This design comes from an exercise in tuning for small area, a short achievable clock period and few clock cycles on the open sky130 flow, not from production work.
Only simulation tests tie the RTL to the original design; equivalence was not proved.
Power and IR drop assume default switching activity.

**flow/config.mk**
```make
export PLATFORM = sky130hd
export DESIGN_NAME = frame_codec
export DESIGN_NICKNAME = frame_codec
export VERILOG_FILES = /design/flow/design.v
export SDC_FILE = /design/flow/constraint.sdc
export NUM_CORES = 4
export LEC_CHECK = 0
export ABC_AREA = 1
export ABC_CLOCK_PERIOD_IN_PS = 2000
export CAP_MARGIN = 20
export CORE_MARGIN = 2
export CORE_UTILIZATION = 40
export SETUP_SLACK_MARGIN = 2.5
export SLEW_MARGIN = 20
export TNS_END_PERCENT = 0
export BUFFER_PORTS_ARGS = -buffer_cell sky130_fd_sc_hd__buf_1
export CTS_ARGS = -sink_clustering_enable -repair_clock_nets -buf_list sky130_fd_sc_hd__clkbuf_8 -dont_use_dummy_load
```
**flow/constraint.sdc**
```tcl
create_clock -name core_clock -period 4.0 [get_ports {clk}]
set_input_delay 0.8000 -clock core_clock [delete_from_list [all_inputs] [get_ports {clk}]]
set_output_delay 0.8000 -clock core_clock [all_outputs]
set_load 0.01 [all_outputs]
```
**flow/flow/deep.abc**
```
strash
&get -n
&deepsyn -T 60
&put
dch
map -B 0.9
topo
stime -c
buffer -c
upsize -c
dnsize -c
```
**flow/flow/run.sh**
```bash
#!/bin/bash
# Standard ORFS layout with three changes:
#  - synthesis is the standard flow's own script, except that the ABC mapping step runs
#    flow/deep.abc (deeper AIG optimisation, area mapping) in place of
#    abc_area.script; registers are mapped before ABC and are untouched,
#  - the port buffers are inserted as small buf_1 cells (the resizer still
#    upsizes any that timing needs),
#  - clock tree synthesis with clkbuf_8 and no dummy loads.
# Each tool's log is under orfs/logs; make's output is in standard.log.
set -euo pipefail
cat >> config.mk <<'CFG'
export BUFFER_PORTS_ARGS = -buffer_cell sky130_fd_sc_hd__buf_1
export CTS_ARGS = -sink_clustering_enable -repair_clock_nets -buf_list sky130_fd_sc_hd__clkbuf_8 -dont_use_dummy_load
CFG
export MY_ABC_SCRIPT="$PWD/flow/deep.abc"
{
  cat <<'TCL'
proc abc {args} {
  set i [lsearch -exact $args -script]
  if {$i >= 0} { set args [lreplace $args [expr {$i+1}] [expr {$i+1}] $::env(MY_ABC_SCRIPT)] }
  yosys abc {*}$args
}
TCL
  cat synth_recipe.tcl
} > my_synth.tcl
sed "s|SYNTH_SCRIPT=[^ ]*synth_recipe.tcl|SYNTH_SCRIPT=$PWD/my_synth.tcl|" standard.sh > my_standard.sh
grep -q "SYNTH_SCRIPT=$PWD/my_synth.tcl" my_standard.sh
bash my_standard.sh > standard.log 2>&1
```
**flow/design.v**
```verilog
module crc16_serial (
    input  wire [15:0] crc,
    input  wire [7:0]  din,
    input  wire        feed,
    output wire [15:0] nxt
);
    wire [7:0] x0 = (crc[15:8] ^ din) & {8{feed}};
    wire [7:0] x  = x0 ^ {4'h0, x0[7:4]};
    assign nxt = {crc[7:0], 8'h00} ^ {x[3:0], 12'h000} ^ {3'b000, x, 5'b00000} ^ {8'h00, x};
endmodule
module frame_encoder (
    input  wire       clk,
    input  wire       rst,
    input  wire       in_valid,
    input  wire [7:0] in_data,
    output reg        in_ready,
    output reg        tx_valid,
    output reg  [7:0] tx_data,
    output reg        tx_last,
    input  wire       tx_ready
);
    localparam [7:0] START = 8'h7E;
    localparam [7:0] ESC   = 8'h7D;
    localparam [2:0] E_START = 3'd0,
                     E_OP    = 3'd1,
                     E_LEN   = 3'd2,
                     E_PAY   = 3'd3,
                     E_CRCL  = 3'd4,
                     E_CRCH  = 3'd5;
    reg  [2:0]  state;
    reg  [7:0]  remain;      
    reg         pend;        
    reg         pb;          
    reg  [15:0] crc;
    wire [15:0] crc_nxt;
    reg         sk_valid;
    reg  [7:0]  sk_data;
    reg         sk_last;
    crc16_serial u_crc (.crc(crc), .din(in_data), .feed(body_state && !rst), .nxt(crc_nxt));
    wire body_state = (state == E_OP) || (state == E_LEN) || (state == E_PAY);
    wire room       = !sk_valid;
    wire   take     = in_valid && in_ready;
    wire res_in = (in_data[7:2]  == 6'b011111) && (in_data[1]  ^ in_data[0]);
    wire res_lo = (crc[7:2]      == 6'b011111) && (crc[1]      ^ crc[0]);
    wire res_hi = (crc[15:10]    == 6'b011111) && (crc[9]      ^ crc[8]);
    wire       crcl  = (state == E_CRCL);
    wire       crch  = (state == E_CRCH);
    wire [7:0] src   = pend                ? {6'b011111, !pb, pb} :
                       (state == E_START)  ? START :
                       crcl                ? crc[7:0] :
                       crch                ? crc[15:8] : in_data;
    wire       esc   = !pend && (crcl ? res_lo : crch ? res_hi : (body_state && res_in));
    wire [7:0] g_data  = {src[7:2], src[1] && !esc, src[0] || esc};
    wire       g_valid = pend || crcl || crch || in_valid;
    wire       g_last  = pend ? (state == E_START) : (crch && !res_hi);
    wire make = room && g_valid;
    always @(posedge clk) begin
        if (take || rst || (state == E_START) || (crch && make && !pend))
            crc <= crc_nxt;
    end
    always @(posedge clk) begin
        if (take) begin
            if (state == E_LEN) remain <= in_data;
            else                remain <= remain - 8'd1;
        end
    end
    always @(posedge clk) begin
        if (!pend)
            pb <= (state == E_CRCL) ? crc[0] : (state == E_CRCH) ? crc[8] : in_data[0];
    end
    always @(posedge clk) begin
        if (!tx_valid || tx_ready) begin
            tx_data <= sk_valid ? sk_data : g_data;
            tx_last <= sk_valid ? sk_last : g_last;
        end
        if (room) begin
            sk_data <= g_data;
            sk_last <= g_last;
        end
    end
    reg [2:0] state_n;
    reg       pend_n;
    always @(*) begin
        state_n = state;
        pend_n  = pend;
        if (make) begin
            if (pend) begin
                pend_n = 1'b0;
            end else begin
                case (state)
                E_START: state_n = E_OP;
                E_OP, E_LEN, E_PAY: begin
                    pend_n = res_in;
                    if (state == E_OP)
                        state_n = E_LEN;
                    else if (state == E_LEN)
                        state_n = (in_data == 8'd0) ? E_CRCL : E_PAY;
                    else if (remain == 8'd1)
                        state_n = E_CRCL;
                end
                E_CRCL: begin
                    pend_n  = res_lo;
                    state_n = E_CRCH;
                end
                E_CRCH: begin
                    pend_n  = res_hi;
                    state_n = E_START;
                end
                default: state_n = E_START;
                endcase
            end
        end
    end
    wire sk_valid_n = tx_valid && !tx_ready && (sk_valid || make);
    always @(posedge clk) begin
        if (rst) begin
            state    <= E_START;
            pend     <= 1'b0;
            tx_valid <= 1'b0;
            sk_valid <= 1'b0;
            in_ready <= 1'b0;
        end else begin
            state    <= state_n;
            pend     <= pend_n;
            tx_valid <= sk_valid || make || (tx_valid && !tx_ready);
            sk_valid <= sk_valid_n;
            in_ready <= !sk_valid_n && !pend_n &&
                        ((state_n == E_OP) || (state_n == E_LEN) || (state_n == E_PAY));
        end
    end
endmodule
module frame_decoder (
    input  wire       clk,
    input  wire       rst,
    input  wire       rx_valid,
    input  wire [7:0] rx_data,
    input  wire       rx_last,
    output reg        rx_ready,
    output reg        body_valid,
    output reg  [7:0] body_data,
    input  wire       body_ready,
    output reg        res_valid,
    output reg  [2:0] res_cause,
    input  wire       res_ready
);
    localparam [7:0] START = 8'h7E;
    localparam [7:0] ESC   = 8'h7D;
    localparam [2:0] C_OK     = 3'd0,
                     C_MARKER = 3'd1,
                     C_TRUNC  = 3'd2,
                     C_LENGTH = 3'd3,
                     C_CRC    = 3'd4;
    localparam [3:0] D_START = 4'd0,
                     D_OP    = 4'd1,
                     D_LEN   = 4'd2,
                     D_PAY   = 4'd3,
                     D_CRCL  = 4'd4,
                     D_CRCH  = 4'd5,
                     D_DONE  = {1'b1, C_OK},
                     D_EMARK = {1'b1, C_MARKER},
                     D_ELEN  = {1'b1, C_LENGTH},
                     D_ECRC  = {1'b1, C_CRC};
    reg  [3:0]  dph;
    reg         escf;
    reg  [7:0]  remain;      
    reg         lo_ok;       
    reg  [15:0] crc;
    wire [15:0] crc_nxt;
    reg         bs_valid;
    reg  [7:0]  bs_data;
    reg         rs_valid;
    reg  [2:0]  rs_cause;
    wire crc_feed;
    crc16_serial u_crc (.crc(crc), .din(rx_data), .feed(crc_feed), .nxt(crc_nxt));
    wire   take     = rx_valid && rx_ready;
    wire in_frame   = (dph == D_OP) || (dph == D_LEN) || (dph == D_PAY) ||
                      (dph == D_CRCL) || (dph == D_CRCH);
    wire body_ph    = (dph == D_OP) || (dph == D_LEN) || (dph == D_PAY);
    wire is_esc     = (rx_data == ESC);
    wire is_content = in_frame && (escf || !is_esc);
    wire is_body    = body_ph && (escf || !is_esc);
    wire hi_ok      = (crc[15:8] == rx_data);
    reg [3:0] dph_nxt;
    always @(*) begin
        dph_nxt = dph;
        case (dph)
        D_START: dph_nxt = (rx_data == START) ? D_OP : D_EMARK;
        D_OP:    if (is_content) dph_nxt = D_LEN;
        D_LEN:   if (is_content) dph_nxt = (rx_data == 8'd0) ? D_CRCL : D_PAY;
        D_PAY:   if (is_content && remain == 8'd1) dph_nxt = D_CRCL;
        D_CRCL:  if (is_content) dph_nxt = D_CRCH;
        D_CRCH:  if (is_content) dph_nxt = (lo_ok && hi_ok) ? D_DONE : D_ECRC;
        D_DONE:  dph_nxt = D_ELEN;
        default: ;
        endcase
    end
    wire crch_c  = (dph == D_CRCH) && is_content;
    wire good    = lo_ok && hi_ok;
    wire mark_n  = (dph == D_START) && (rx_data != START);
    wire len_n   = (dph == D_DONE) || (dph == D_ELEN);
    wire [2:0] cause_nxt;
    assign cause_nxt[2] = (dph == D_ECRC) || (crch_c && !good);
    assign cause_nxt[1] = len_n || ((dph == D_START) && !mark_n) || (in_frame && !crch_c);
    assign cause_nxt[0] = len_n || mark_n || (dph == D_EMARK);
    wire push_b = take && is_body;
    wire push_r = take && rx_last;
    wire crc_shift = rst || (take && (rx_last || (dph == D_START)));
    assign crc_feed = !rst && !rx_last && (dph != D_START);
    always @(posedge clk) begin
        if (push_b || crc_shift)
            crc <= crc_nxt;
    end
    always @(posedge clk) begin
        if (take && is_content) begin
            if (dph == D_LEN) remain <= rx_data;
            else              remain <= remain - 8'd1;
            lo_ok <= (crc[7:0] == rx_data);
        end
    end
    wire bs_valid_n = body_valid && !body_ready && (bs_valid || push_b);
    wire rs_valid_n = res_valid && !res_ready && (rs_valid || push_r);
    always @(posedge clk) begin
        if (!body_valid || body_ready) body_data <= bs_valid ? bs_data : rx_data;
        if (!bs_valid)                 bs_data   <= rx_data;
        if (!res_valid || res_ready)   res_cause <= rs_valid ? rs_cause : cause_nxt;
        if (!rs_valid)                 rs_cause  <= cause_nxt;
    end
    always @(posedge clk) begin
        if (rst) begin
            body_valid <= 1'b0;
            bs_valid   <= 1'b0;
            res_valid  <= 1'b0;
            rs_valid   <= 1'b0;
            rx_ready   <= 1'b1;
        end else begin
            body_valid <= bs_valid || push_b || (body_valid && !body_ready);
            bs_valid   <= bs_valid_n;
            res_valid  <= rs_valid || push_r || (res_valid && !res_ready);
            rs_valid   <= rs_valid_n;
            rx_ready   <= !bs_valid_n && !rs_valid_n;
        end
    end
    always @(posedge clk) begin
        if (take)
            escf <= in_frame && !escf && is_esc;
    end
    always @(posedge clk) begin
        if (rst)
            dph <= D_START;
        else if (take)
            dph <= rx_last ? D_START : dph_nxt;
    end
endmodule
module frame_codec (
    input  wire       clk,
    input  wire       rst,
    input  wire       enc_valid,
    input  wire [7:0] enc_data,
    output wire       enc_ready,
    output wire       tx_valid,
    output wire [7:0] tx_data,
    output wire       tx_last,
    input  wire       tx_ready,
    input  wire       rx_valid,
    input  wire [7:0] rx_data,
    input  wire       rx_last,
    output wire       rx_ready,
    output wire       body_valid,
    output wire [7:0] body_data,
    input  wire       body_ready,
    output wire       res_valid,
    output wire [2:0] res_cause,
    input  wire       res_ready
);
    frame_encoder u_enc (
        .clk(clk), .rst(rst),
        .in_valid(enc_valid), .in_data(enc_data), .in_ready(enc_ready),
        .tx_valid(tx_valid), .tx_data(tx_data), .tx_last(tx_last),
        .tx_ready(tx_ready)
    );
    frame_decoder u_dec (
        .clk(clk), .rst(rst),
        .rx_valid(rx_valid), .rx_data(rx_data), .rx_last(rx_last),
        .rx_ready(rx_ready),
        .body_valid(body_valid), .body_data(body_data), .body_ready(body_ready),
        .res_valid(res_valid), .res_cause(res_cause), .res_ready(res_ready)
    );
endmodule
```
**flow/standard.sh**
```bash
#!/bin/bash
# synth_recipe.tcl (not shown) runs the flow's synth.tcl, then flattens the netlist and writes it again
# the make line also repeats each setting of config.mk as NAME=value (left out here)
make -C /OpenROAD-flow-scripts/flow DESIGN_CONFIG=/design/flow/config.mk WORK_HOME=/design/flow/orfs CLKGATE_MAP_FILE= SYNTH_SCRIPT=/design/flow/synth_recipe.tcl "${@:-finish}"
```
==> flow_metrics.env, run 1 <==
export IMPL_outcome="complete, no violations"
export IMPL_period_share=0.4276
export IMPL_synth_xor_area_frac=0.07666
export IMPL_rows=41
export IMPL_synth_edf_count=71
export IMPL_crit_chain="buf_1, xnor2_1, xnor2_1, nor2_1, xor2_1"
export IMPL_grt_pass1_wl_um=18770
export IMPL_regArea_um2=2855
export IMPL_yosys_area_top_type_share=0.4108
export IMPL_critPathCaptureType="flop"
export IMPL_vias_per_cell=4.960
export IMPL_synth_area_leaders="edfxtp_1, dfxtp_1, nand2_1"
export IMPL_grt_max_degree=19
export IMPL_first_pass_iters=5
export IMPL_p_per_area_nw_per_um2=503.2
export IMPL_max_freq_mhz=584.6
export IMPL_crit_path_frequent_cell="xnor2_1"
export IMPL_synth_seq_area_share=0.5497
export IMPL_synthAdderAreaFrac=0.01205
export IMPL_crit_type="in -> reg"
export IMPL_worst_slew_pin_slew_ns=0.5188
export IMPL_worstPathArrival_ns=1.84
export IMPL_fin_nets=655
export IMPL_multi_input_area_um2=2153
export IMPL_antenna_found_initial=0
export IMPL_grt_pass1_vias=3790
export IMPL_synth_top_family_by_area="simple AND/OR/NAND/NOR gates"
export IMPL_avgSynthCellArea_um2=9.235
export IMPL_yosys_area_share_simple=0.2199
export IMPL_drive_gt1_frac=0.1667
export IMPL_skew_ns=0.03102
export IMPL_grt_util_all_layers=0.1701
export IMPL_start_util=0.4113
export IMPL_setup_violations=0
export IMPL_dieArea_um2=13900
export IMPL_die_h_um=117.9
export IMPL_grt_remaining_overflow=0
export IMPL_antenna_cells=0
export IMPL_io_buffer_count=48
export IMPL_ant_nets=0
export IMPL_min_path_type="reg -> reg"
export IMPL_ys_async_sr_fraction=0
export IMPL_drt_wirelength_per_cell_um=14.42
export IMPL_root_buffer="clkbuf_8"
export IMPL_synth_mux_area_frac=0
export IMPL_syn_instance_count=562
export IMPL_crit_family="XOR/XNOR gates"
export IMPL_fp_dieW_um=117.9
export IMPL_synth_warning_count=2
export IMPL_p_leak_nw=2.491
export IMPL_num_fill_cells=1241
export IMPL_hold_violations=0
export IMPL_synth_top_cell_by_area="edfxtp_1"
export IMPL_hp_start="u_dec.rs_cause[2]"
export IMPL_rsz0062_at_grt="yes"
export IMPL_rr_startpoint="u_enc.state[0]"
export IMPL_ir_worst_vdd_uv=283.2
export IMPL_path_buf_inv=1
export IMPL_cts_tree="built"
export IMPL_synth_flop_cell="edfxtp_1"
export IMPL_wl_um=11480
export IMPL_cpMaxStageDelayCell="xnor2_1"
export IMPL_maxSlewViolCount=0
export IMPL_min_period_ns=1.711
export IMPL_cp_max_fo=5
export IMPL_drcViolationCount=0
export IMPL_synth_compound_area_share=0.08100
export IMPL_clkTransAtPathRegs_ns=0.09
export IMPL_crit_path_start="enc_data[2]"
export IMPL_gp_congestion=0.8830
export IMPL_hpwl_um=8587
export IMPL_place_area_um2=5607
export IMPL_ys_types=42
export IMPL_cts_buffers=9
export IMPL_cts_sinks=107
export IMPL_maxCapViolations=0
export IMPL_vias=3948
export IMPL_ys_ff_latch=107
export IMPL_clock_latency_ns=0.38
export IMPL_drtIter0Drc=312
export IMPL_core_um2=12620
export IMPL_cp_start_kind="input pin"
export IMPL_final_setup_tns_ns=0
export IMPL_stdcell_area_um2=5903
export IMPL_syn_cell_area_um2=5190
export IMPL_slew_limit_headroom=0.6537
export IMPL_synth_fp_nets=591
export IMPL_max_stage_delay_ns=0.32
export IMPL_htreeDepth=3
export IMPL_syn_to_final_growth_pct=13.74
export IMPL_io_pins=49
export IMPL_cts_path_max_buffers=2
export IMPL_required_ns=4.13
placed cells by master (no fill, tap or decap), drive strengths merged:
master,n
nand2,138
inv,79
edfxtp,71
nor2,65
buf,50
dfxtp,36
xor2,28
o21ai,27
nand3,23
a21oi,18
xnor2,14
clkbuf,13
nor3,12
nand4,10
o22ai,10
ha,5
a31oi,4
a22o,4
nor4,3
o21bai,3
or2,2
a221oi,1
o311ai,1
nor3b,1
o211ai,1
o2111ai,1
a32oi,1
and2,1
nand3b,1
a21boi,1
synthesized netlist by cell type, drive strengths merged (2+ instances only):
cell type  number
nand2         137
inv            79
edfxtp         71
nor2           65
dfxtp          36
xor2           28
o21ai          27
nand3          22
a21oi          18
xnor2          14
nor3           12
nand4          10
o22ai          10
ha              5
a22o            4
a31oi           4
nor4            3
o21bai          3
buf             2
or2             2
timing repair:
item	in CTS	in global routing
setup buffers	4	2
resized for setup	19	23
hold buffers	0	0
pin swaps	3	9
setup endpoints to repair	127	136
cloned	1	1
worst paths after layout:
kind,cells after the start,slack [ns],to
worst min-delay path,2,0.45,u_dec.rs_cause[2]
worst max-delay path,5,2.29,u_enc.crc[14]
worst max register to register,5,2.39,u_enc.tx_data[2]
worst min register to register,2,0.45,u_dec.rs_cause[2]
metal layers:
| layer | global-route usage | part of all wire | wire (um) | vias to the layer above |
|---|---|---|---|---|
| met5 | 0 | 0 | 0 | - |
| met3 | 0.04409 | 0.061 | 699 | 15 |
| met4 | 0.05648 | 0.013 | 147 | 0 |
| li1 | - | - | - | 1983 |
| met2 | 0.2489 | 0.44 | 5016 | 114 |
| met1 | 0.2446 | 0.49 | 5616 | 1836 |
report_power, final:
part	total [W]	internal (W)	switching, W	leakage (nW)
clock network	0.000519	0.000203	0.000317	0.0647
logic	0.000812	0.000288	0.000524	1.39
registers	0.00164	0.00148	0.000163	1.03
registers in the layout, summed over array words and instances, names as in the netlist, 4 cells and up:
| name | count |
|---|---|
| u_enc.remain | 8 |
| u_dec.body_data | 8 |
| u_dec.dph | 4 |
| u_dec.remain | 8 |
| u_dec.crc | 16 |
| u_enc.sk_data | 8 |
| u_enc.tx_data | 8 |
| u_dec.bs_data | 8 |
| u_enc.crc | 16 |
worst register-to-register path: cells and delay by family (launching register included):
family	cells	cell delay, ns
buffers and inverters	1	0.12
and+or+nand+nor	2	0.47
DFF	1	0.39
AOI/OAI and AO/OA	2	0.43
area by class of cell:
type                    instances  area share
inverters                      79     0.05108
repair buffers                 54     0.04303
flip-flops and latches        107      0.4837
clock buffers                   9     0.02098
multi-input cells             375      0.3648
well taps                     172     0.03646
per-stage QoR:
| stage | std cells | total power [W] | setup slack, ns | util | hold WS (ns) |
|---|---|---|---|---|---|
| global route | 796 | 0.003154 | 2.245 | 0.4678 | 0.4936 |
| finish | 796 | 0.002971 | 2.290 | 0.4678 | 0.4545 |
| floorplan | 562 | 0.002196 | 2.093 | - | 0.4184 |
| CTS | 793 | 0.002966 | 2.273 | 0.4595 | 0.4617 |
| detailed placement | 779 | 0.002427 | 1.573 | 0.4443 | 0.4481 |
| global placement | 779 | 0.002418 | 1.618 | 0.4443 | 0.4427 |
kinds of logic after synthesis:
| family | after synthesis |
|---|---|
| flip-flops | 107 |
| XOR/XNOR | 42 |
| adder cells (fa/ha/maj) | 5 |
| AND/OR/NAND/NOR | 254 |
| buffers and inverters | 82 |
| AO/OA/AOI/OAI | 72 |
Testbench counts, summed over its fixed seeds: cycles 4,443.
==> run 2: changes to the inputs <==
--- a/flow/config.mk
+++ b/flow/config.mk
@@ -11,5 +11,5 @@
 export CORE_MARGIN = 2
 export CORE_UTILIZATION = 40
-export SETUP_SLACK_MARGIN = 2.5
+export SETUP_SLACK_MARGIN = 2.1
 export SLEW_MARGIN = 20
 export TNS_END_PERCENT = 0
==> run 2 against run 1 <==
Synthesized cell count grew 1.1%; clock skew barely moved; clock power grew 5.4%; non-clock buffer count down 2; critical path depth up 5; register-to-register slack lost 0.19 ns; largest power group unchanged; highest routed layer unchanged.
==> flow_metrics.env, run 2 <==
export IMPL_syn_instance_count=568
export IMPL_vias_per_cell=4.953
export IMPL_final_common_cell="nand2_1"
export IMPL_synth_area_leaders="edfxtp_1, dfxtp_1, nand2_1"
export IMPL_period_share=0.4625
export IMPL_layout_common_cells="nand2_1, inv_1, edfxtp_1"
export IMPL_worst_slew_pin_slew_ns=0.5746
export IMPL_synth_flop_cell="edfxtp_1"
export IMPL_path_buf_inv=2
export IMPL_synth_warning_count=2
export IMPL_fin_nets=654
export IMPL_io_buffer_count=48
export IMPL_cp_max_fo=5
export IMPL_outcome="complete, no violations"
export IMPL_yosys_area_top_type_share=0.4112
export IMPL_cts_path_max_buffers=2
export IMPL_ant_nets=0
export IMPL_drtIter0Drc=171
export IMPL_required_ns=4.12
export IMPL_synth_edf_count=71
export IMPL_syn_cell_area_um2=5185
export IMPL_grt_max_degree=18
export IMPL_io_pins=49
export IMPL_die_h_um=117.9
export IMPL_synth_seq_area_share=0.5502
export IMPL_cts_tree="built"
export IMPL_grt_remaining_overflow=0
export IMPL_dieArea_um2=13890
export IMPL_dp_cells=782
export IMPL_start_util=0.4109
export IMPL_drcViolationCount=0
export IMPL_p_per_area_nw_per_um2=462.1
export IMPL_ys_types=46
export IMPL_slew_limit_headroom=0.6160
export IMPL_grt_pass1_vias=3830
export IMPL_synth_common_cells="nand2_1, inv_1, edfxtp_1"
export IMPL_worst_slack_ns=2.150
export IMPL_cts_hold_buf=0
export IMPL_worstPathArrival_ns=1.97
export IMPL_drt_wirelength_per_cell_um=14.91
export IMPL_clkTransAtPathRegs_ns=0.08
export IMPL_root_buffer="clkbuf_8"
export IMPL_yosysMostFrequentCell="nand2_1"
export IMPL_reg_top3="u_dec.crc (16), u_enc.crc (16)"
export IMPL_synth_fp_nets=597
export IMPL_cts_buffers=9
export IMPL_cp_start_kind="input pin"
export IMPL_vias=3938
export IMPL_maxSlewViolCount=0
export IMPL_final_setup_tns_ns=0
export IMPL_antenna_cells=0
export IMPL_syn_to_final_growth_pct=10.86
export IMPL_finalNonFillerCells=795
export IMPL_htreeDepth=3
export IMPL_p_leak_nw=2.364
export IMPL_cpMaxStageDelayCell="buf_1"
export IMPL_rsz0062_at_grt="yes"
export IMPL_crit_chain="buf_1, inv_1, nor2_1, nand3_1, nand2_1, nand2_1, nand2_1, nand3_1, nand3_1, o21ai_0"
export IMPL_gp_congestion=0.8659
export IMPL_hold_violations=0
export IMPL_hold_slack_ns=0.4755
export IMPL_num_fill_cells=1251
export IMPL_antenna_found_initial=0
export IMPL_crit_family="simple AND/OR/NAND/NOR gates"
export IMPL_critPathCaptureType="flop"
export IMPL_hpwl_um=9017
export IMPL_clock_latency_ns=0.39
export IMPL_min_path_type="reg -> reg"
export IMPL_first_pass_iters=5
export IMPL_grt_util_all_layers=0.1758
export IMPL_crit_type="in -> reg"
export IMPL_max_freq_mhz=540.5
export IMPL_fp_dieW_um=117.9
export IMPL_drive_gt1_frac=0.08989
export IMPL_synth_top_cell_by_area="edfxtp_1"
export IMPL_ys_async_sr_fraction=0
export IMPL_avgSynthCellArea_um2=9.128
export IMPL_max_stage_delay_ns=0.22
export IMPL_cts_sinks=107
export IMPL_core_um2=12620
export IMPL_grt_pass1_wl_um=19380
export IMPL_rows=41
export IMPL_skew_ns=0.03082
export IMPL_maxCapViolations=0
export IMPL_ir_worst_vdd_uv=271.7
export IMPL_setup_violations=0
export IMPL_wl_um=11850
export IMPL_min_period_ns=1.850
export IMPL_ys_ff_latch=107
export IMPL_pre_cts_ws_ns=1.501
==> run 2: changes by cell type after synthesis, moves of 4 or more <==
cell     previous run  this run
xor2_1             27        18
inv_1              61        74
xnor2_1            11        18
a21oi_1            18        12
nor2_2              9         5
inv_2              17         5
o31ai_1             0         4
nor2_1             52        67
==> run 2: report_power, final <==
group	switching [W]	internal, W	total, W
Clock	0.000344	0.000203	0.000547
Combinational	0.000366	0.000218	0.000584
Sequential	0.000129	0.00140	0.00153
Total	0.000839	0.00182	0.00266
==> run 2: through the flow <==
stage               power, W    util  cell area, um^2
finish              0.002656  0.4555             5748
global placement    0.002101  0.4402             5555
floorplan           0.001933       -             5195
global route        0.002796  0.4555             5748
CTS                 0.002664  0.4527             5713
detailed placement  0.002111  0.4402             5555
==> run 2: cell families (layout without fill, tap and decap cells) <==
kind of cell / count (synthesis) / count (layout) / synth area share
buffers and inverters: 85 / 140 / 0.06395
adders and majority gates: 5 / 5 / 0.01207
DFF: 107 / 107 / 0.5502
AOI/OAI and AO/OA: 78 / 78 / 0.09387
xor gates and xnor gates: 37 / 37 / 0.06395
and+or+nand+nor: 256 / 256 / 0.2160
==> run 2: worst min-delay path: stages, from the launching register on <==
cell and delay, ns:
dfxtp_1 0.32, nand2_1 0.07, nand2_1 0.05
==> run 2: what timing repair did <==
item / CTS / global route
endpoints found under the setup margin: 40 / 56
gates cloned: 0 / 0
pin swaps: 1 / 1
setup buffers: 2 / 2
gates resized for setup: 3 / 10
==> run 2: path summary, 6_finish.rpt <==
kind,start,to,slack [ns],depth (start not counted)
worst max register to register,u_dec.dph[1],u_dec.remain[3],2.20,7
worst min register to register,u_dec.dph[3],u_dec.dph[3],0.48,2
worst max-delay path,rx_data[1],u_dec.res_cause[2],2.15,10
worst min-delay path,u_dec.dph[3],u_dec.dph[3],0.48,2
==> run 2: cell type report <==
type,instances,area (um^2),share of cell area
timing repair buffer,52,230.2,0.04005
sequential,107,2854,0.4965
clock buffer,9,123.9,0.02155
tap,172,215.2,0.03744
inverter,79,296.5,0.05159
multi-input combinational,376,2028,0.3529
==> run 2: metal layers <==
| layer | track usage | part of all wire |
|---|---|---|
| met1 | 0.2362 | 0.48 |
| met2 | 0.2842 | 0.47 |
| met3 | 0.02955 | 0.036 |
| met4 | 0.06777 | 0.013 |
| met5 | 0 | 0 |
==> run 3: changes to the inputs <==
--- a/flow/config.mk
+++ b/flow/config.mk
@@ -11,5 +11,5 @@
 export CORE_MARGIN = 2
 export CORE_UTILIZATION = 40
-export SETUP_SLACK_MARGIN = 2.1
+export SETUP_SLACK_MARGIN = 2.2
 export SLEW_MARGIN = 20
 export TNS_END_PERCENT = 0
==> run 3 against run 2 <==
Final area rose by 0.41%; largest cell class unchanged; critical path type unchanged; combinational power rose by 33%; worst setup slack improved by 0.095 ns; clock-buffer cell count did not move; highest routed layer unchanged; via count fell by 1.9%; sequential power rose by 7%; critical endpoint is now u_enc.tx_data[0]; critical path depth fell by 1.
==> flow_metrics.env, run 3 <==
export IMPL_antenna_cells=0
export IMPL_grt_util_all_layers=0.1653
export IMPL_cts_buffers=9
export IMPL_final_setup_tns_ns=0
export IMPL_worst_slew_pin_slew_ns=0.5365
export IMPL_vias=3864
export IMPL_ys_async_sr_fraction=0
export IMPL_hold_violations=0
export IMPL_cts_path_max_buffers=2
export IMPL_power_total_w=0.002952
export IMPL_cpMaxStageDelayCell="ha_1"
export IMPL_core_um2=12620
export IMPL_cts_tree="built"
export IMPL_die_h_um=117.9
export IMPL_num_fill_cells=1254
export IMPL_multi_input_area_um2=2069
export IMPL_required_ns=4.12
export IMPL_setup_violations=0
export IMPL_grt_pass1_wl_um=18170
export IMPL_outcome="complete, no violations"
export IMPL_syn_cell_area_um2=5190
export IMPL_ant_nets=0
export IMPL_ir_worst_vdd_uv=246.2
export IMPL_synth_flop_cell="edfxtp_1"
export IMPL_synth_common_cells="nand2_1, edfxtp_1, inv_1"
export IMPL_fp_dieW_um=117.9
export IMPL_first_pass_iters=5
export IMPL_drtIter0Drc=267
export IMPL_cp_max_fo=4
export IMPL_drt_wirelength_per_cell_um=13.89
export IMPL_cp_start_kind="input pin"
export IMPL_clkTransAtPathRegs_ns=0.08
export IMPL_regArea_um2=2853
export IMPL_crit_type="in -> reg"
export IMPL_finalNonFillerCells=790
export IMPL_max_stage_delay_ns=0.28
export IMPL_crit_family="simple AND/OR/NAND/NOR gates"
export IMPL_rsz0062_at_grt="yes"
export IMPL_maxCapViolations=0
export IMPL_worstPathArrival_ns=1.88
export IMPL_crit_chain="clkbuf_2, inv_1, ha_1, nand3_1, nor2_1, nand2_1, nand3_2, o21bai_2, a21oi_2"
export IMPL_avgSynthCellArea_um2=9.235
export IMPL_cts_hold_buf=0
export IMPL_clock_latency_ns=0.39
export IMPL_yosysMostFrequentCell="nand2_1"
export IMPL_syn_instance_count=562
export IMPL_dieArea_um2=13900
export IMPL_layout_common_cells="nand2_1, edfxtp_1, inv_1"
export IMPL_start_util=0.4113
export IMPL_antenna_found_initial=0
export IMPL_p_per_area_nw_per_um2=511.4
export IMPL_io_buffer_count=48
export IMPL_yosys_area_top_type_share=0.4108
export IMPL_path_buf_inv=2
export IMPL_synth_warning_count=2
export IMPL_grt_pass1_vias=3690
export IMPL_wl_um=10970
export IMPL_min_period_ns=1.755
export IMPL_ys_ff_latch=107
export IMPL_vias_per_cell=4.891
export IMPL_drive_gt1_frac=0.1262
export IMPL_hpwl_um=8359
export IMPL_synth_seq_area_share=0.5497
export IMPL_dp_cells=779
export IMPL_grt_max_degree=18
export IMPL_drcViolationCount=0
export IMPL_htreeDepth=3
export IMPL_io_pins=49
export IMPL_ys_types=42
export IMPL_synth_top_cell_by_area="edfxtp_1"
export IMPL_cts_sinks=107
export IMPL_final_common_cell="nand2_1"
export IMPL_min_path_type="reg -> reg"
export IMPL_syn_to_final_growth_pct=11.21
export IMPL_critPathCaptureType="flop"
export IMPL_synth_fp_nets=591
export IMPL_synth_area_leaders="edfxtp_1, dfxtp_1, nand2_1"
export IMPL_period_share=0.4389
export IMPL_skew_ns=0.03261
export IMPL_fin_nets=649
export IMPL_slew_limit_headroom=0.6418
export IMPL_gp_congestion=0.8933
export IMPL_synth_edf_count=71
export IMPL_grt_remaining_overflow=0
export IMPL_root_buffer="clkbuf_8"
export IMPL_rows=41
export IMPL_maxSlewViolCount=0
export IMPL_reg_top3="u_dec.crc (16), u_enc.crc (16)"
export IMPL_p_leak_nw=2.444
export IMPL_max_freq_mhz=569.7
==> run 3: cells by family (layout without fill, tap and decap cells) <==
logic type      count (synthesis)  count (layout)  synth area share
compound gates                 72              72           0.08100
xor+xnor                       42              42           0.07667
fa+ha+maj                       5               5           0.01205
buf+inv                        82             138           0.06075
flops                         107             107            0.5497
simple gates                  254             254            0.2199
==> run 3: final cells by class <==
class,instances,share of cell area
sequential,107,0.4943
multi-input combinational,373,0.3586
inverter,79,0.05224
tap,172,0.03729
timing repair buffer,50,0.03620
clock buffer,9,0.02146
==> run 3: repair_timing <==
action                     CTS  global route
pin swaps                    1             3
setup buffers                2             0
gates resized for setup      2            16
setup endpoints to repair   48            56
==> run 3: per-layer routing <==
layer | routed length [um] | track usage
met1 | 5500 | 0.2385
met2 | 4776 | 0.2424
met3 | 519 | 0.03731
met4 | 174 | 0.06099
met5 | 0 | 0
==> run 3: path summary, 6_finish.rpt <==
path | endpoint | cells after the start | from | slack [ns]
worst max-delay path | u_enc.tx_data[0] | 9 | enc_data[0] | 2.24
worst min-delay path | u_dec.rs_cause[2] | 2 | u_dec.rs_cause[2] | 0.47
worst max register to register | u_dec.crc[8] | 7 | u_dec.dph[2] | 2.28
worst min register to register | u_dec.rs_cause[2] | 2 | u_dec.rs_cause[2] | 0.47
==> run 3: worst register-to-register path, stage by stage (launching register included) <==
cell,delay [ns]
dfxtp_1,0.37
inv_2,0.12
nand3_2,0.10
nor2_1,0.16
inv_2,0.06
nand2_4,0.13
o21ai_0,0.19
nand2_4,0.26
==> run 3: power breakdown <==
group	internal, W	total, W	leakage, nW	switching [W]
Combinational	0.000276	0.000778	1.35	0.000502
Clock	0.000203	0.000536	0.0647	0.000333
Sequential	0.00148	0.00164	1.03	0.000163
Total	0.00195	0.00295	2.44	0.000998
==> run 3: metrics by stage <==
step / cell area, um^2 / utilization / setup slack [ns] / hold WS (ns)
final: 5772 / 0.4574 / 2.245 / 0.4657
after detailed placement: 5592 / 0.4431 / 1.526 / 0.4457
after global routing: 5772 / 0.4574 / 2.124 / 0.5018
after CTS: 5739 / 0.4548 / 2.133 / 0.4718
after global placement: 5592 / 0.4431 / 1.582 / 0.4397
after floorplan: 5216 / - / 2.022 / 0.4184
==> run 4: changes to the inputs <==
--- a/flow/config.mk
+++ b/flow/config.mk
@@ -11,7 +11,7 @@
 export CORE_MARGIN = 2
 export CORE_UTILIZATION = 40
-export SETUP_SLACK_MARGIN = 2.2
+export SETUP_SLACK_MARGIN = 2.3
 export SLEW_MARGIN = 20
-export TNS_END_PERCENT = 0
+export TNS_END_PERCENT = 20
 export BUFFER_PORTS_ARGS = -buffer_cell sky130_fd_sc_hd__buf_1
 export CTS_ARGS = -sink_clustering_enable -repair_clock_nets -buf_list sky130_fd_sc_hd__clkbuf_8 -dont_use_dummy_load
==> run 4 against run 3 <==
Fmax rose by 1.3%; largest power group unchanged; highest routed layer unchanged; clock-buffer cell count did not move; still clean; register-to-register slack improved by 0.08 ns.
==> flow_metrics.env, run 4 <==
export IMPL_synth_fp_nets=591
export IMPL_htreeDepth=3
export IMPL_final_common_cell="nand2_1"
export IMPL_wl_um=11310
export IMPL_synth_top_cell_by_area="edfxtp_1"
export IMPL_cpMaxStageDelayCell="dfxtp_1"
export IMPL_clock_latency_ns=0.38
export IMPL_cts_buffers=9
export IMPL_required_ns=3.20
export IMPL_ant_nets=0
export IMPL_ir_worst_vdd_uv=284.0
export IMPL_synth_seq_area_share=0.5497
export IMPL_routed_top_layer="met4"
export IMPL_core_um2=12620
export IMPL_drcViolationCount=0
export IMPL_min_period_ns=1.732
export IMPL_p_per_area_nw_per_um2=499.7
export IMPL_hp_start="u_dec.rs_cause[2]"
export IMPL_max_freq_mhz=577.3
export IMPL_worstPathArrival_ns=0.93
export IMPL_syn_instance_count=562
export IMPL_wl_met2_um=4875
export IMPL_dieArea_um2=13900
export IMPL_syn_to_final_growth_pct=14.25
export IMPL_rr_startpoint="u_enc.state[1]"
export IMPL_critPathCaptureType="primary output"
export IMPL_vias_per_cell=4.927
export IMPL_die_h_um=117.9
export IMPL_r2r_cells=7
export IMPL_yosysMostFrequentCell="nand2_1"
export IMPL_setup_violations=0
export IMPL_drtIter0Drc=279
export IMPL_hold_violations=0
export IMPL_first_pass_iters=5
export IMPL_min_path_cells=2
export IMPL_grt_remaining_overflow=0
export IMPL_final_util=0.4699
export IMPL_hold_slack_ns=0.4545
export IMPL_antenna_found_initial=0
export IMPL_start_util=0.4113
export IMPL_root_buffer="clkbuf_8"
export IMPL_ys_async_sr_fraction=0
export IMPL_synth_area_leaders="edfxtp_1, dfxtp_1, nand2_1"
export IMPL_synth_flop_cell="edfxtp_1"
export IMPL_cp_start_kind="flop"
export IMPL_maxSlewViolCount=0
export IMPL_clkTransAtPathRegs_ns=0.08
export IMPL_period_share=0.4331
export IMPL_io_pins=49
export IMPL_synth_edf_count=71
export IMPL_skew_ns=0.03300
export IMPL_fp_dieW_um=117.9
export IMPL_maxCapViolations=0
export IMPL_avgSynthCellArea_um2=9.235
export IMPL_vias=3907
export IMPL_antenna_cells=0
export IMPL_grt_pass1_wl_um=18750
export IMPL_slew_limit_headroom=0.6614
export IMPL_rsz0062_at_grt="yes"
export IMPL_cts_sinks=107
export IMPL_yosys_area_top_type_share=0.4108
export IMPL_fin_nets=652
export IMPL_rows=41
export IMPL_worstReg2RegEnd="u_enc.crc[6]"
export IMPL_cp_max_fo=3
export IMPL_final_setup_tns_ns=0
export IMPL_syn_cell_area_um2=5190
export IMPL_hpwl_um=8587
export IMPL_ys_types=42
export IMPL_wl_met1_um=5603
export IMPL_drt_wirelength_per_cell_um=14.26
export IMPL_max_stage_delay_ns=0.38
export IMPL_r2r_setup_slack_ns=2.36
export IMPL_synth_common_cells="nand2_1, edfxtp_1, inv_1"
export IMPL_dr_wl_met3_um=663
export IMPL_path_buf_inv=1
export IMPL_crit_chain="buf_1"
export IMPL_crit_type="reg -> out"
export IMPL_p_leak_nw=2.486
export IMPL_min_path_type="reg -> reg"
export IMPL_layout_common_cells="nand2_1, edfxtp_1, inv_1"
export IMPL_cts_tree="built"
export IMPL_outcome="complete, no violations"
export IMPL_crit_family="flip-flops"
export IMPL_ys_ff_latch=107
export IMPL_grt_pass1_vias=3764
export IMPL_reg_top3="u_dec.crc (16), u_enc.crc (16)"
export IMPL_cts_path_max_buffers=2
export IMPL_io_buffer_count=48
export IMPL_gp_congestion=0.8830
export IMPL_synth_warning_count=2
export IMPL_grt_util_all_layers=0.1698
export IMPL_worst_slew_pin_slew_ns=0.5071
export IMPL_grt_max_degree=19
export IMPL_drive_gt1_frac=0.1755
export IMPL_hold_end="u_dec.rs_cause[2]"
==> run 4: cell counts after synthesis <==
No cell type changed its count.
==> run 4: cell type report <==
class,instances,area (um^2)
tap,172,215.2
fill,1233,6690
clock buffer,9,123.9
inverter,79,306.5
multi-input combinational,374,2168
timing repair buffer,52,261.5
sequential,107,2854
==> run 4: how the worst max path moves through the flow <==
| stage | from | end | slack, ns | cells after the start |
|---|---|---|---|---|
| after floorplan | rx_data[7] | u_dec.crc[0] | 2.09 | 7 |
| after global placement | rst | u_dec.crc[15] | 1.62 | 5 |
| after detailed placement | rst | u_dec.crc[8] | 1.57 | 5 |
| after CTS | rx_data[4] | u_dec.crc[12] | 2.21 | 10 |
| after global routing | rst | u_dec.crc[12] | 2.19 | 8 |
| final | u_enc.tx_valid | tx_valid | 2.27 | 1 |
==> run 4: routing by layer <==
layer	vias up	GRT usage
li1	1974	-
met1	1810	0.2452
met2	105	0.2475
met3	18	0.04409
met4	0	0.05648
met5	-	0
==> run 4: where the power goes <==
part | switching [W] | internal, W
logic | 0.000519 | 0.000287
clock network | 0.000316 | 0.000202
registers | 0.000162 | 0.00148
==> run 4: through the flow <==
| step | setup WS [ns] | power [W] | std cells | cell area [um^2] |
|---|---|---|---|---|
| CTS | 2.213 | 0.002961 | 791 | 5784 |
| global route | 2.192 | 0.003147 | 793 | 5929 |
| detailed placement | 1.573 | 0.002427 | 779 | 5607 |
| finish | 2.268 | 0.002963 | 793 | 5929 |
| global placement | 1.618 | 0.002418 | 779 | 5607 |
| floorplan | 2.093 | 0.002196 | 562 | 5235 |
==> run 4: cell families after synthesis <==
family	Yosys count	share of synthesized area
AND/OR/NAND/NOR	254	0.2199
flip-flops	107	0.5497
buffers and inverters	82	0.06075
AO/OA/AOI/OAI	72	0.08100
XOR/XNOR	42	0.07667
adder cells (fa/ha/maj)	5	0.01205
==> run 4: worst min-delay path: stages, from the launching register on <==
cell and delay [ns]:
dfxtp_1 0.30, nand2_1 0.05, o21ai_1 0.06
==> run 4: repair_timing <==
action	4_1_cts	5_1_grt
pin swaps	2	15
hold buffers	0	0
resized for setup	15	50
cloned	1	0
endpoints found under the setup margin	76	78
endpoints found under the hold margin	0	0
buffers inserted	2	2
==> run 5: changes to the inputs <==
--- a/flow/flow/run.sh
+++ b/flow/flow/run.sh
@@ -4,5 +4,5 @@
 #    flow/deep.abc (deeper AIG optimisation, area mapping) in place of
 #    abc_area.script; registers are mapped before ABC and are untouched,
-#  - the port buffers are inserted as small buf_1 cells (the resizer still
+#  - the port buffers are inserted as buf_2 cells (the resizer still
 #    upsizes any that timing needs),
 #  - clock tree synthesis with clkbuf_8 and no dummy loads.
@@ -10,5 +10,5 @@
 set -euo pipefail
 cat >> config.mk <<'CFG'
-export BUFFER_PORTS_ARGS = -buffer_cell sky130_fd_sc_hd__buf_1
+export BUFFER_PORTS_ARGS = -buffer_cell sky130_fd_sc_hd__buf_2
 export CTS_ARGS = -sink_clustering_enable -repair_clock_nets -buf_list sky130_fd_sc_hd__clkbuf_8 -dont_use_dummy_load
 CFG
--- a/flow/config.mk
+++ b/flow/config.mk
@@ -11,7 +11,7 @@
 export CORE_MARGIN = 2
 export CORE_UTILIZATION = 40
-export SETUP_SLACK_MARGIN = 2.3
+export SETUP_SLACK_MARGIN = 2.35
 export SLEW_MARGIN = 20
-export TNS_END_PERCENT = 20
-export BUFFER_PORTS_ARGS = -buffer_cell sky130_fd_sc_hd__buf_1
+export TNS_END_PERCENT = 0
+export BUFFER_PORTS_ARGS = -buffer_cell sky130_fd_sc_hd__buf_2
 export CTS_ARGS = -sink_clustering_enable -repair_clock_nets -buf_list sky130_fd_sc_hd__clkbuf_8 -dont_use_dummy_load
==> run 5 against run 4 <==
Highest routed layer unchanged; clock power increased by 1%; critical path depth increased by 8; clock skew increased by 0.0041 ns; synthesized cell count unchanged.
==> flow_metrics.env, run 5 <==
export IMPL_die_h_um=117.9
export IMPL_ys_types=42
export IMPL_outcome="complete, no violations"
export IMPL_syn_instance_count=562
export IMPL_crit_type="in -> reg"
export IMPL_clock_latency_ns=0.39
export IMPL_p_leak_nw=2.550
export IMPL_max_freq_mhz=575.3
export IMPL_drcViolationCount=0
export IMPL_setup_violations=0
export IMPL_maxSlewViolCount=0
export IMPL_min_path_type="reg -> reg"
export IMPL_fin_nets=649
export IMPL_rsz0062_at_grt="yes"
export IMPL_root_buffer="clkbuf_8"
export IMPL_min_period_ns=1.738
export IMPL_vias_per_cell=4.966
export IMPL_clkTransAtPathRegs_ns=0.08
export IMPL_ir_worst_vdd_uv=340.5
export IMPL_grt_max_degree=20
export IMPL_yosysMostFrequentCell="nand2_1"
export IMPL_synth_common_cells="nand2_1, edfxtp_1, inv_1"
export IMPL_vias=3923
export IMPL_period_share=0.4345
export IMPL_cts_sinks=107
export IMPL_hold_violations=0
export IMPL_ys_ff_latch=107
export IMPL_grt_pass1_wl_um=19020
export IMPL_reg_top3="u_dec.crc (16), u_enc.crc (16)"
export IMPL_required_ns=4.11
export IMPL_synth_fp_nets=591
export IMPL_start_util=0.4113
export IMPL_critPathCaptureType="flop"
export IMPL_drtIter0Drc=264
export IMPL_htreeDepth=3
export IMPL_finalNonFillerCells=790
export IMPL_grt_util_all_layers=0.1722
export IMPL_yosys_area_top_type_share=0.4108
export IMPL_avgSynthCellArea_um2=9.235
export IMPL_synth_flop_cell="edfxtp_1"
export IMPL_min_path_cells=2
export IMPL_antenna_found_initial=0
export IMPL_hpwl_um=8669
export IMPL_core_um2=12620
export IMPL_synth_top_cell_by_area="edfxtp_1"
export IMPL_num_fill_cells=1230
export IMPL_ant_nets=0
export IMPL_fp_dieW_um=117.9
export IMPL_cts_tree="built"
export IMPL_synth_seq_area_share=0.5497
export IMPL_maxCapViolations=0
export IMPL_final_setup_tns_ns=0
export IMPL_first_pass_iters=5
export IMPL_cp_max_fo=4
export IMPL_syn_cell_area_um2=5190
export IMPL_p_per_area_nw_per_um2=507.3
export IMPL_synth_edf_count=71
export IMPL_gp_congestion=0.8961
export IMPL_io_buffer_count=48
export IMPL_hold_slack_ns=0.4665
export IMPL_syn_to_final_growth_pct=12.99
export IMPL_ys_async_sr_fraction=0
export IMPL_dieArea_um2=13900
export IMPL_grt_remaining_overflow=0
export IMPL_io_pins=49
export IMPL_final_common_cell="nand2_1"
export IMPL_wl_um=11450
export IMPL_antenna_cells=0
export IMPL_worstPathArrival_ns=1.85
export IMPL_multi_input_area_um2=2097
export IMPL_cts_path_max_buffers=2
export IMPL_regArea_um2=2854
export IMPL_drive_gt1_frac=0.1974
export IMPL_dp_cells=779
export IMPL_cp_start_kind="input pin"
export IMPL_synth_warning_count=2
export IMPL_cts_buffers=9
export IMPL_stdcell_area_um2=5864
export IMPL_r2r_cells=7
export IMPL_synth_area_leaders="edfxtp_1, dfxtp_1, nand2_1"
export IMPL_skew_ns=0.03706
export IMPL_power_total_w=0.002975
export IMPL_worst_slew_pin_slew_ns=0.5238
export IMPL_cts_hold_buf=0
export IMPL_rows=41
export IMPL_layout_common_cells="nand2_1, edfxtp_1, inv_1"
export IMPL_place_area_um2=5667
export IMPL_slew_limit_headroom=0.6464
export IMPL_drt_wirelength_per_cell_um=14.49
export IMPL_grt_pass1_vias=3785
-- run 5: cell counts after synthesis --
Identical to the previous run, type by type.
-- run 5: final timing paths --
check,from,to,slack (ns)
hold / removal,u_enc.sk_last,u_enc.sk_last,0.47
setup reg to reg,u_dec.dph[2],u_dec.crc[15],2.27
hold reg to reg,u_enc.sk_last,u_enc.sk_last,0.47
setup / recovery,enc_data[0],u_enc.tx_data[0],2.26
-- run 5: routing by layer --
metal / GRT usage / vias to the layer above / share of wire
met2: 0.2685 / 108 / 0.44
met5: 0 / - / 0
li1: - / 1970 / -
met3: 0.04506 / 11 / 0.050
met4: 0.04819 / 0 / 0.013
met1: 0.2371 / 1834 / 0.49
-- run 5: cell type report --
class,instances,share of cell area
flip-flops and latches,107,0.4867
multi-input cells,373,0.3576
inverters,79,0.05142
repair buffers,50,0.04651
well taps,172,0.03670
clock buffers,9,0.02112
-- run 5: cell families after synthesis --
kind of cell / after synthesis / synth area share
fa+ha+maj: 5 / 0.01205
flops: 107 / 0.5497
xor+xnor: 42 / 0.07667
buf+inv: 82 / 0.06075
compound gates: 72 / 0.08100
simple gates: 254 / 0.2199
-- run 5: through the flow --
stage / setup slack (ns) / util
floorplan: 2.093 / -
global placement: 1.784 / 0.4490
detailed placement: 1.743 / 0.4490
CTS: 2.277 / 0.4633
global route: 2.188 / 0.4647
finish: 2.262 / 0.4647
-- run 5: what timing repair did --
| action | CTS | global route |
|---|---|---|
| setup endpoints to repair | 68 | 85 |
| buffers inserted | 2 | 0 |
| pin swaps | 5 | 0 |
| gates cloned | 0 | 0 |
| resized for setup | 9 | 4 |
-- run 5: worst max-delay path, stage by stage --
cell and delay (ns):
buf_4 0.12, inv_1 0.05, ha_1 0.27, nand3_1 0.08, nor2_1 0.05, nand2_1 0.07
nand3_2 0.08, o21bai_1 0.21, a21oi_1 0.12
-- run 5: power breakdown --
group	internal, W	leakage, nW	switching [W]	total (W)
clock	0.000203	0.0647	0.000321	0.000524
sequential	0.00148	1.03	0.000167	0.00164
combinational	0.000296	1.45	0.000513	0.000809
total	0.00197	2.55	0.00100	0.00298
==> run 6: changes to the inputs <==
--- a/flow/design.v
+++ b/flow/design.v
@@ -2,8 +2,7 @@
     input  wire [15:0] crc,
     input  wire [7:0]  din,
-    input  wire        feed,
     output wire [15:0] nxt
 );
-    wire [7:0] x0 = (crc[15:8] ^ din) & {8{feed}};
+    wire [7:0] x0 = crc[15:8] ^ din;
     wire [7:0] x  = x0 ^ {4'h0, x0[7:4]};
     assign nxt = {crc[7:0], 8'h00} ^ {x[3:0], 12'h000} ^ {3'b000, x, 5'b00000} ^ {8'h00, x};
@@ -37,5 +36,5 @@
     reg  [7:0]  sk_data;
     reg         sk_last;
-    crc16_serial u_crc (.crc(crc), .din(in_data), .feed(body_state && !rst), .nxt(crc_nxt));
+    crc16_serial u_crc (.crc(crc), .din(in_data), .nxt(crc_nxt));
     wire body_state = (state == E_OP) || (state == E_LEN) || (state == E_PAY);
     wire room       = !sk_valid;
@@ -56,5 +55,7 @@
     wire make = room && g_valid;
     always @(posedge clk) begin
-        if (take || rst || (state == E_START) || (crch && make && !pend))
+        if (state == E_START)
+            crc <= 16'h0000;
+        else if (take)
             crc <= crc_nxt;
     end
@@ -66,5 +67,5 @@
     end
     always @(posedge clk) begin
-        if (!pend)
+        if (room && !pend)
             pb <= (state == E_CRCL) ? crc[0] : (state == E_CRCH) ? crc[8] : in_data[0];
     end
@@ -171,6 +172,5 @@
     reg         rs_valid;
     reg  [2:0]  rs_cause;
-    wire crc_feed;
-    crc16_serial u_crc (.crc(crc), .din(rx_data), .feed(crc_feed), .nxt(crc_nxt));
+    crc16_serial u_crc (.crc(crc), .din(rx_data), .nxt(crc_nxt));
     wire   take     = rx_valid && rx_ready;
     wire in_frame   = (dph == D_OP) || (dph == D_LEN) || (dph == D_PAY) ||
@@ -195,18 +195,11 @@
         endcase
     end
-    wire crch_c  = (dph == D_CRCH) && is_content;
-    wire good    = lo_ok && hi_ok;
-    wire mark_n  = (dph == D_START) && (rx_data != START);
-    wire len_n   = (dph == D_DONE) || (dph == D_ELEN);
-    wire [2:0] cause_nxt;
-    assign cause_nxt[2] = (dph == D_ECRC) || (crch_c && !good);
-    assign cause_nxt[1] = len_n || ((dph == D_START) && !mark_n) || (in_frame && !crch_c);
-    assign cause_nxt[0] = len_n || mark_n || (dph == D_EMARK);
+    wire [2:0] cause_nxt = dph_nxt[3] ? dph_nxt[2:0] : C_TRUNC;
     wire push_b = take && is_body;
     wire push_r = take && rx_last;
-    wire crc_shift = rst || (take && (rx_last || (dph == D_START)));
-    assign crc_feed = !rst && !rx_last && (dph != D_START);
-    always @(posedge clk) begin
-        if (push_b || crc_shift)
+    always @(posedge clk) begin
+        if (dph == D_START)
+            crc <= 16'h0000;
+        else if (push_b)
             crc <= crc_nxt;
     end
@@ -242,12 +235,11 @@
     end
     always @(posedge clk) begin
-        if (take)
+        if (rst) begin
+            dph  <= D_START;
+            escf <= 1'b0;
+        end else if (take) begin
             escf <= in_frame && !escf && is_esc;
-    end
-    always @(posedge clk) begin
-        if (rst)
-            dph <= D_START;
-        else if (take)
-            dph <= rx_last ? D_START : dph_nxt;
+            dph  <= rx_last ? D_START : dph_nxt;
+        end
     end
 endmodule
--- a/flow/flow/run.sh
+++ b/flow/flow/run.sh
@@ -4,5 +4,5 @@
 #    flow/deep.abc (deeper AIG optimisation, area mapping) in place of
 #    abc_area.script; registers are mapped before ABC and are untouched,
-#  - the port buffers are inserted as buf_2 cells (the resizer still
+#  - the port buffers are inserted as small buf_1 cells (the resizer still
 #    upsizes any that timing needs),
 #  - clock tree synthesis with clkbuf_8 and no dummy loads.
@@ -10,5 +10,5 @@
 set -euo pipefail
 cat >> config.mk <<'CFG'
-export BUFFER_PORTS_ARGS = -buffer_cell sky130_fd_sc_hd__buf_2
+export BUFFER_PORTS_ARGS = -buffer_cell sky130_fd_sc_hd__buf_1
 export CTS_ARGS = -sink_clustering_enable -repair_clock_nets -buf_list sky130_fd_sc_hd__clkbuf_8 -dont_use_dummy_load
 CFG
--- a/flow/config.mk
+++ b/flow/config.mk
@@ -14,4 +14,4 @@
 export SLEW_MARGIN = 20
 export TNS_END_PERCENT = 0
-export BUFFER_PORTS_ARGS = -buffer_cell sky130_fd_sc_hd__buf_2
+export BUFFER_PORTS_ARGS = -buffer_cell sky130_fd_sc_hd__buf_1
 export CTS_ARGS = -sink_clustering_enable -repair_clock_nets -buf_list sky130_fd_sc_hd__clkbuf_8 -dont_use_dummy_load
==> run 6 against run 5 <==
Still clean on timing, DRC and antenna; sequential power down 24%; synthesized cell count rose by 12%; clock skew down 0.0019 ns; core utilization up 0.26 points; register-to-register slack better by 0.09 ns; clock-buffer cell count unchanged; sequential share of layout area shrank 7.7 points; worst hold slack got worse by 0.00098 ns; clock power up 4.0%; routed wire length up 16%; die area up 3.4%; highest routed layer unchanged.
==> flow_metrics.env, run 6 <==
export IMPL_required_ns=3.20
export IMPL_skew_ns=0.03514
export IMPL_hpwl_um=9511
export IMPL_cts_buffers=9
export IMPL_grt_util_all_layers=0.1917
export IMPL_cts_tree="built"
export IMPL_r2r_setup_slack_ns=2.36
export IMPL_synth_mux_area_frac=0
export IMPL_rr_startpoint="u_dec.dph[1]"
export IMPL_synth_flop_cell="dfxtp_1"
export IMPL_core_um2=13190
export IMPL_setup_violations=0
export IMPL_synth_xor_area_frac=0.06170
export IMPL_grt_pass1_wl_um=21780
export IMPL_drtIter0Drc=249
export IMPL_min_period_ns=1.722
export IMPL_ys_types=48
export IMPL_io_buffer_count=48
export IMPL_worstPathArrival_ns=0.92
export IMPL_finalNonFillerCells=869
export IMPL_yosys_area_share_simple=0.2715
export IMPL_synth_edf_count=38
export IMPL_drt_wirelength_per_cell_um=15.33
export IMPL_rsz0062_at_grt="yes"
export IMPL_hold_end="u_dec.rs_cause[2]"
export IMPL_io_pins=49
export IMPL_p_leak_nw=2.518
export IMPL_path_buf_inv=1
export IMPL_max_freq_mhz=580.6
export IMPL_clock_latency_ns=0.39
export IMPL_maxCapViolations=0
export IMPL_power_total_w=0.002151
export IMPL_cp_max_fo=1
export IMPL_ir_worst_vdd_uv=141.0
export IMPL_antenna_cells=0
export IMPL_multi_input_area_um2=2621
export IMPL_drcViolationCount=0
export IMPL_syn_instance_count=632
export IMPL_critPathCaptureType="primary output"
export IMPL_cpMaxStageDelayCell="edfxtp_1"
export IMPL_clkTransAtPathRegs_ns=0.12
export IMPL_outcome="complete, no violations"
export IMPL_layout_common_cells="nand2_1, inv_1, dfxtp_1"
export IMPL_dp_cells=845
export IMPL_cts_sinks=107
export IMPL_fin_nets=724
export IMPL_r2r_cells=5
export IMPL_crit_family="flip-flops"
export IMPL_ys_ff_latch=107
export IMPL_avgSynthCellArea_um2=8.503
export IMPL_yosys_area_top_type_share=0.2570
export IMPL_final_setup_tns_ns=0
export IMPL_wl_um=13320
export IMPL_vias=4497
export IMPL_vias_per_cell=5.175
export IMPL_synth_common_cells="nand2_1, inv_1, dfxtp_1"
export IMPL_regArea_um2=2526
export IMPL_p_per_area_nw_per_um2=349.1
export IMPL_grt_remaining_overflow=0
export IMPL_cts_path_max_buffers=2
export IMPL_synth_top_cell_by_area="dfxtp_1"
export IMPL_worstReg2RegEnd="u_dec.remain[2]"
export IMPL_cp_start_kind="flop"
export IMPL_grt_max_degree=20
export IMPL_root_buffer="clkbuf_8"
export IMPL_synth_area_leaders="dfxtp_1, edfxtp_1, nand2_1"
export IMPL_synthAdderAreaFrac=0.01164
export IMPL_dieArea_um2=14380
export IMPL_synth_fp_nets=661
export IMPL_worst_slew_pin_slew_ns=0.6065
export IMPL_min_path_type="reg -> reg"
export IMPL_gp_congestion=0.9322
export IMPL_max_stage_delay_ns=0.39
export IMPL_period_share=0.4306
export IMPL_yosysMostFrequentCell="nand2_1"
export IMPL_maxSlewViolCount=0
export IMPL_pre_cts_ws_ns=1.576
export IMPL_num_fill_cells=1310
export IMPL_ant_nets=0
export IMPL_final_common_cell="nand2_1"
export IMPL_fp_dieW_um=119.9
export IMPL_syn_to_final_growth_pct=14.69
export IMPL_synth_warning_count=2
export IMPL_hold_violations=0
export IMPL_die_h_um=119.9
export IMPL_crit_chain="clkbuf_2"
export IMPL_synth_compound_area_share=0.1059
export IMPL_synth_seq_area_share=0.4694
export IMPL_rows=42
export IMPL_cts_hold_buf=0
export IMPL_start_util=0.4074
export IMPL_antenna_found_initial=0
export IMPL_htreeDepth=3
export IMPL_crit_type="reg -> out"
export IMPL_drive_gt1_frac=0.1703
export IMPL_synth_top_family_by_area="simple AND/OR/NAND/NOR gates"
export IMPL_grt_pass1_vias=4301
export IMPL_slew_limit_headroom=0.5957
export IMPL_worst_slack_ns=2.278
export IMPL_ys_async_sr_fraction=0
export IMPL_first_pass_iters=5
export IMPL_min_path_cells=2
export IMPL_reg_top3="u_dec.crc (16), u_enc.crc (16)"
export IMPL_hp_start="u_dec.rs_cause[2]"
export IMPL_syn_cell_area_um2=5374
## run 6: cell count changes in the layout (fill, tap and decap cells not counted), sizes merged, moves of 10 or more
| cell | previous run | this run |
|---|---|---|
| dfxtp | 36 | 69 |
| edfxtp | 71 | 38 |
| nand3 | 22 | 49 |
| nand4 | 10 | 26 |
| inv | 79 | 89 |
| o21ai | 27 | 37 |
## run 6: through the flow
step,area (um^2),utilization,hold WS (ns)
after detailed placement,5705,0.4326,0.4410
after global placement,5705,0.4326,0.4361
after floorplan,5420,-,0.4184
after CTS,6023,0.4567,0.4712
final,6163,0.4673,0.4655
after global routing,6163,0.4673,0.5056
## run 6: area by class of cell
type,instances,share of cell area
inverters,90,0.05664
repair buffers,59,0.05238
flip-flops and latches,107,0.4099
clock buffers,9,0.02010
multi-input cells,428,0.4253
well taps,176,0.03573
## run 6: cells by family after synthesis
group / count (synthesis)
buffers and inverters: 101
DFF: 107
adders and majority gates: 5
AOI/OAI and AO/OA: 93
xor gates and xnor gates: 37
and+or+nand+nor: 289
## run 6: worst max-delay path by stage
stage | startpoint | endpoint | slack, ns | depth (start not counted)
after floorplan | rx_data[3] | u_dec.lo_ok | 2.17 | 7
after global placement | rx_data[7] | u_dec.crc[0] | 1.61 | 10
after detailed placement | rx_data[7] | u_dec.rx_ready | 1.58 | 10
after CTS | u_dec.rx_ready | rx_ready | 2.24 | 1
after global routing | rx_data[7] | u_dec.res_cause[2] | 2.23 | 11
final | u_enc.tx_data[6] | tx_data[6] | 2.28 | 1
## run 6: power breakdown
group	internal, W	switching, W	leakage, nW
registers	0.00120	0.0000412	0.935
clock network	0.000203	0.000341	0.0647
logic	0.000120	0.000245	1.52
total	0.00152	0.000627	2.52
## run 6: what timing repair did
| item | CTS | global route |
|---|---|---|
| setup endpoints to repair | 84 | 96 |
| buffers inserted | 8 | 3 |
| hold endpoints to repair | 0 | 0 |
| cloned | 4 | 0 |
| resized for setup | 25 | 36 |
| pin swaps | 5 | 12 |
## run 6: per-layer routing
layer  track usage  part of all wire  vias to the layer above
li1              -                 -                     2235
met1        0.2723              0.48                     2131
met2        0.2944              0.45                      108
met3       0.02852             0.052                       23
met4       0.07353             0.021                        0
met5             0                 0                        -
Testbench counts of run 6, summed over its fixed seeds: cycles 4,443.

[afterwards: timing with drivers on the ports]
How much do the figures lean on ideal ports? The routed layouts below were timed once more, with nothing changed but the port constraints.
Step 1 (the two cells are an assumption about what drives the block):
set clk [get_ports {clk}]
set_driving_cell -lib_cell sky130_fd_sc_hd__clkbuf_16 $clk
set_driving_cell -lib_cell sky130_fd_sc_hd__buf_2 [delete_from_list [all_inputs] $clk]
Step 2, shift: input delay + t, output delay - t, t = (earliest + latest rising clock arrival at the registers) / 2. This alone moves slack from input paths to output paths.
Three values: no drivers, after step 1, after step 2; two values: the first two.
run	t, ns	setup slack, ns	hold slack, ns	worst setup path at the end	latest minus earliest clock arrival (ns)
run 1	0.399	2.289 / 2.256 / 1.902	0.454 / 0.454 / 0.454	input to register	0.032 / 0.031
run 2	0.410	2.150 / 2.158 / 1.748	0.475 / 0.475 / 0.475	input to register	0.031 / 0.031
run 3	0.409	2.245 / 2.233 / 1.847	0.466 / 0.466 / 0.466	input to register	0.033 / 0.033
run 4	0.399	2.268 / 2.233 / 1.895	0.455 / 0.455 / 0.455	input to register	0.034 / 0.033
run 5	0.402	2.262 / 2.256 / 1.870	0.466 / 0.466 / 0.466	input to register	0.037 / 0.037
run 6	0.410	2.278 / 2.240 / 1.883	0.465 / 0.465 / 0.465	input to register	0.035 / 0.035
After both steps every run listed still meets setup and hold. For run 2, which loses most, drivers alone change the setup slack by +0.008 ns; drivers and shift together by -0.402 ns.
